This design comes from an exercise in tuning for small area, a short achievable clock period and few clock cycles on the open sky130 flow, not from production work. At most, simulation tests tie the RTL to the original design; equivalence was not proved.

before:
==> flow/design.v (excerpt) <==
module frame_codec (
    input  wire        clk,
    input  wire        rst,           
    input  wire        enc_start,
    input  wire        enc_abort,
    input  wire        enc_ext,
    input  wire        enc_dir,       
    input  wire [7:0]  enc_nt,
    input  wire [7:0]  enc_id,
    input  wire [7:0]  enc_attr,
    input  wire [7:0]  enc_opcode,
    input  wire [15:0] enc_pl_len,
    output wire [15:0] pl_addr,       
    input  wire [7:0]  pl_rdata,
    output wire        tx_valid,      
    output wire [7:0]  tx_data,
    input  wire        tx_ready,
    output wire [1:0]  enc_st,
    output wire [1:0]  enc_err,
    output wire [2:0]  enc_cause,
    output wire [15:0] enc_check,
    input  wire        dec_start,
    input  wire        dec_abort,
    input  wire        dec_dir,
    input  wire        rx_valid,      
    input  wire [7:0]  rx_data,
    output wire        rx_ready,
    output wire        dpl_we,        
    output wire [15:0] dpl_waddr,
    output wire [7:0]  dpl_wdata,
    output wire [1:0]  dec_st,
    output wire [1:0]  dec_err,
    output wire [2:0]  dec_cause,
    output reg  [7:0]  dec_nt,
    output reg         dec_ext,
    output reg  [7:0]  dec_id,
    output reg  [7:0]  dec_attr,
    output reg  [7:0]  dec_opcode,
    output wire [15:0] dec_pl_len,
    output wire [15:0] dec_check
);
==> flow/config.mk <==
export PLATFORM = sky130hd
export DESIGN_NAME = frame_codec
export DESIGN_NICKNAME = frame_codec
export VERILOG_FILES = /design/flow/design.v
export SDC_FILE = /design/flow/constraint.sdc
export NUM_CORES = 4
export LEC_CHECK = 0
export CAP_MARGIN = 20
export CORE_MARGIN = 2
export CORE_UTILIZATION = 55
export CTS_CLUSTER_DIAMETER = 100
export CTS_CLUSTER_SIZE = 20
export SETUP_SLACK_MARGIN = 3.5
export SLEW_MARGIN = 20
==> flow/constraint.sdc <==
create_clock -name core_clock -period 6.0 [get_ports {clk}]
set_input_delay 1.2000 -clock core_clock [delete_from_list [all_inputs] [get_ports {clk}]]
set_output_delay 1.2000 -clock core_clock [all_outputs]
set_load 0.01 [all_outputs]
standard.sh (not shown) runs the stock make flow with config.mk's settings and CLKGATE_MAP_FILE= SYNTH_SCRIPT=/design/flow/synth_recipe.tcl, a recipe that flattens the netlist after the stock synthesis.
==> flow/flow/run.sh <==
#!/bin/bash
# The standard layout, with every port buffered by a plain buffer (buf_1) instead of the
# delay buffer buffer_ports picks by default; repair upsizes it where timing needs.
set -euo pipefail
export BUFFER_PORTS_ARGS="-buffer_cell sky130_fd_sc_hd__buf_1"
bash standard.sh finish > standard.log 2>&1
The final layout from before, which completed every stage, passed the timing, design-rule and antenna checks at the end of the flow.
The following lists how after was set up differently from before:
-- flow/design.v --
<<< before, line 66
    reg [1:0]  e_st;
    reg [1:0]  e_cause;
    reg [1:0]  e_fc;          
    reg        e_err;
    reg [10:0] e_n;
>>> after, line 66
    reg [1:0]  e_st;
    reg [1:0]  e_cause;
    reg        e_err;
    reg [10:0] e_n;
<<< before, line 77
    reg        e_ov;          
    reg        e_og;          
    reg [7:0]  e_s;           
    reg        e_sv;
    reg        e_rv;          
    wire [3:0]  e_tab   = legacy_len(enc_dir, enc_opcode);
>>> after, line 76
    reg        e_ov;          
    reg        e_og;          
    reg        e_sv;          
    reg        e_rv;          
    wire [3:0]  e_tab   = legacy_len(enc_dir, enc_opcode);
<<< before, line 104
        ({8{e_n[N_LENHI]}} & e_pinc[15:8]) |
        ({8{e_n[N_OPC]}}   & e_opcode) |
        ({8{e_n[N_PAY]}}   & (e_sv ? e_s : pl_rdata)) |
        ({8{e_n[N_CHK1]}}  & (e_ext ? e_crcn[15:8] : e_crcn[7:0])) |
        ({8{e_n[N_CHK2]}}  & (e_ext ? e_crc[7:0] : FRAME_END));
    wire        e_srcv = !e_n[N_END] && (!e_n[N_PAY] || e_pend);
    wire [10:0] e_nn;
    assign e_nn[N_NT]    = 1'b0;
>>> after, line 102
        ({8{e_n[N_LENHI]}} & e_pinc[15:8]) |
        ({8{e_n[N_OPC]}}   & e_opcode) |
        ({8{e_n[N_PAY]}}   & (e_sv ? e_id : pl_rdata)) |
        ({8{e_n[N_CHK1]}}  & (e_ext ? e_crc[15:8] : e_crc[7:0])) |
        ({8{e_n[N_CHK2]}}  & (e_ext ? e_crc[7:0] : FRAME_END));
    wire        e_srcv = !e_n[N_END] && (!e_n[N_PAY] || e_pend) && (!e_n[N_CHK1] || !e_ov);
    wire [10:0] e_nn;
    assign e_nn[N_NT]    = 1'b0;
<<< before, line 135
        end else if (e_st != ST_BUSY) begin
            if (enc_start) begin
                e_st    <= ST_BUSY;
                e_cause <= 2'd0;
                e_err   <= 1'b0;
                e_ov    <= e_ncause == 2'd0;
            end
        end else if (e_fc != 2'd0) begin      
            e_st    <= ST_FAULT;
            e_cause <= e_fc;
            e_err   <= 1'b1;
        end else if (e_fire && e_n[N_END]) begin
            e_st <= ST_DONE;
>>> after, line 133
        end else if (e_st != ST_BUSY) begin
            if (enc_start) begin
                e_cause <= e_ncause;
                e_err   <= e_ncause != 2'd0;
                e_st    <= (e_ncause != 2'd0) ? ST_FAULT : ST_BUSY;
                e_ov    <= e_ncause == 2'd0;
            end
        end else if (e_fire && e_n[N_END]) begin
            e_st <= ST_DONE;
<<< before, line 153
        if (e_st != ST_BUSY) begin
            if (enc_start) begin
                e_fc     <= e_ncause;
                e_ext    <= enc_ext;
                e_nt     <= enc_nt;
>>> after, line 147
        if (e_st != ST_BUSY) begin
            if (enc_start) begin
                e_ext    <= enc_ext;
                e_nt     <= enc_nt;
<<< before, line 177
            e_rv <= e_iss;
            if (e_sv ? !e_ldpay : (e_rv && !e_ldpay)) begin
                if (!e_sv) e_s <= pl_rdata;
                e_sv <= 1'b1;
            end else
>>> after, line 170
            e_rv <= e_iss;
            if (e_sv ? !e_ldpay : (e_rv && !e_ldpay)) begin
                if (!e_sv) e_id <= pl_rdata;
                e_sv <= 1'b1;
            end else
<<< before, line 199
    reg        f_lpay;        
    reg        f_we;          
    reg        f_f4, f_f5;    
    reg        f_ck1, f_ck2;  
    reg        d_dir;
>>> after, line 192
    reg        f_lpay;        
    reg        f_we;          
    reg        f_ck1, f_ck2;  
    reg        d_dir;
<<< before, line 213
    wire [3:0]  d_tab   = legacy_len(d_dir, rb);
    wire        d_last  = d_rem == 16'd1;
    wire        d_opc_bad  = !rb_mark && !d_tab[3];
    wire        d_len_zero = rb == 8'd0 && d_rem[7:0] == 8'd0;
    wire [15:0] d_crcs  = crc_step(f_nt ? 16'd0 : d_crc, d_b);
    wire [7:0]  d_sum   = (f_lopc ? dec_nt : d_crc[7:0]) + d_b;
>>> after, line 205
    wire [3:0]  d_tab   = legacy_len(d_dir, rb);
    wire        d_last  = d_rem == 16'd1;
    wire [15:0] d_crcs  = crc_step(f_nt ? 16'd0 : d_crc, d_b);
    wire [7:0]  d_sum   = (f_lopc ? dec_nt : d_crc[7:0]) + d_b;
<<< before, line 235
            f_we    <= 1'b0;
            f_ck2   <= 1'b0;
            f_f4    <= 1'b0;
            f_f5    <= 1'b0;
        end else begin
            f_we  <= d_take && d_pos == D_PAY;
            f_f4  <= d_take && d_pos == D_OPC && d_opc_bad;
            f_f5  <= d_take && d_pos == D_XHI && d_len_zero;
            f_ck2 <= d_take && d_pos == D_CK2;
            if (d_st != ST_BUSY) begin
>>> after, line 225
            f_we    <= 1'b0;
            f_ck2   <= 1'b0;
        end else begin
            f_we  <= d_take && d_pos == D_PAY;
            f_ck2 <= d_take && d_pos == D_CK2;
            if (d_st != ST_BUSY) begin
<<< before, line 250
                end
            end else if (d_take) begin
                if (d_pos == D_CK2 || (d_pos == D_OPC && d_opc_bad) || (d_pos == D_XHI && d_len_zero))
                    d_rx <= 1'b0;
            end
            if (f_f4 || f_f5) begin
                d_cause <= {1'b1, 1'b0, f_f5}; d_err <= 2'd2; d_st <= ST_FAULT;
            end
            if (f_ck2) begin
>>> after, line 236
                end
            end else if (d_take) begin
                case (d_pos)
                    D_OPC: if (!rb_mark && !d_tab[3]) begin
                        d_cause <= 3'd4; d_err <= 2'd2; d_st <= ST_FAULT; d_rx <= 1'b0;
                    end
                    D_XHI: if (rb == 8'd0 && d_rem[7:0] == 8'd0) begin
                        d_cause <= 3'd5; d_err <= 2'd2; d_st <= ST_FAULT; d_rx <= 1'b0;
                    end
                    D_CK2: d_rx <= 1'b0;      
                    default: ;
                endcase
            end
            if (f_ck2) begin
Notes after the runs:
- Of before and after, the run reporting the lower die area was after.
- Comparing before and after, the lower non-clock buffer count is on after.
- Of after and before, it is after that has the higher actual transition at the worst max-transition pin.
- Comparing before and after, area after synthesis is lower on after.
- Going from before to after, number of ordinary inverters in the final layout increased 1, final area lost about 1.7%, worst setup slack fell 0.031 ns.
No run of this note included a check of the RTL's function; only the layout flow was run.

Setup of v6:
frame_codec with an RTL version that a note above also has.
Size: ~1,100 cells after synthesis, about 220 flip-flops.
Settings: LEC_CHECK=0, CAP_MARGIN=20, CORE_MARGIN=2, CORE_UTILIZATION=55, CTS_CLUSTER_DIAMETER=100, CTS_CLUSTER_SIZE=20, SETUP_SLACK_MARGIN=3.6, SLEW_MARGIN=20; clock period 6.0 ns.
Scripts as last shown in full above: flow/flow/run.sh
The inputs of v7 differ from those of v6 as listed below.
-- flow/design.v --
<<< v6, line 76
    reg        e_ov;          
    reg        e_og;          
    reg        e_sv;          
    reg        e_rv;          
    wire [3:0]  e_tab   = legacy_len(enc_dir, enc_opcode);
>>> v7, line 76
    reg        e_ov;          
    reg        e_og;          
    reg [7:0]  e_s;           
    reg        e_sv;
    reg        e_rv;          
    wire [3:0]  e_tab   = legacy_len(enc_dir, enc_opcode);
<<< v6, line 102
        ({8{e_n[N_LENHI]}} & e_pinc[15:8]) |
        ({8{e_n[N_OPC]}}   & e_opcode) |
        ({8{e_n[N_PAY]}}   & (e_sv ? e_id : pl_rdata)) |
        ({8{e_n[N_CHK1]}}  & (e_ext ? e_crc[15:8] : e_crc[7:0])) |
        ({8{e_n[N_CHK2]}}  & (e_ext ? e_crc[7:0] : FRAME_END));
    wire        e_srcv = !e_n[N_END] && (!e_n[N_PAY] || e_pend) && (!e_n[N_CHK1] || !e_ov);
    wire [10:0] e_nn;
    assign e_nn[N_NT]    = 1'b0;
>>> v7, line 103
        ({8{e_n[N_LENHI]}} & e_pinc[15:8]) |
        ({8{e_n[N_OPC]}}   & e_opcode) |
        ({8{e_n[N_PAY]}}   & (e_sv ? e_s : pl_rdata)) |
        ({8{e_n[N_CHK1]}}  & (e_ext ? e_crcn[15:8] : e_crcn[7:0])) |
        ({8{e_n[N_CHK2]}}  & (e_ext ? e_crc[7:0] : FRAME_END));
    wire        e_srcv = !e_n[N_END] && (!e_n[N_PAY] || e_pend);
    wire [10:0] e_nn;
    assign e_nn[N_NT]    = 1'b0;
<<< v6, line 170
            e_rv <= e_iss;
            if (e_sv ? !e_ldpay : (e_rv && !e_ldpay)) begin
                if (!e_sv) e_id <= pl_rdata;
                e_sv <= 1'b1;
            end else
>>> v7, line 171
            e_rv <= e_iss;
            if (e_sv ? !e_ldpay : (e_rv && !e_ldpay)) begin
                if (!e_sv) e_s <= pl_rdata;
                e_sv <= 1'b1;
            end else
| clock skew | v7 vs v6 | ≈ equal |. v7: hold slack is 0.011 ns higher than what v6 reported. Looking at period utilization, v7 sits 0.52 points lower than v6 does. Delta(path depth of the worst reg2reg path, v7 - v6) > 0. Area: v7 vs v6 -> v7 smaller.
Testbench counts of v7, summed over its fixed seeds: cycles 60,163.
Function not checked in v6: the RTL went through the layout flow alone.

-- port drivers added, routing unchanged --
The results above use ideal ports. As a check the final layouts listed here were re-extracted and re-timed, cells and wires unchanged. Step 1: set_driving_cell puts a clkbuf_16 on clk and a buf_2 on each other input, an assumption about the parent block. Step 2 adds t to the input delays and takes it off the output delays; t is the mean of the earliest and latest rising clock arrival at the registers after step 1. Input paths then give back, and output paths get back, about the clock's delay inside the block. Three values: ideal, step 1, step 2; two values: the first two.
run | shift t [ns] | setup WS [ns] | worst register clock-pin slew, ns
before | 0.537 | 3.539 / 3.528 / 3.012 | 0.09 / 0.09
after | 0.524 | 3.509 / 3.515 / 2.990 | 0.10 / 0.10
v6 | 0.525 | 3.583 / 3.547 / 3.067 | 0.10 / 0.10
v7 | 0.524 | 3.614 / 3.563 / 3.158 | 0.09 / 0.09
After both steps every run listed still meets setup and hold. The setup slack of before, which loses most, moves by -0.011 ns with the drivers and by -0.527 ns with both steps.
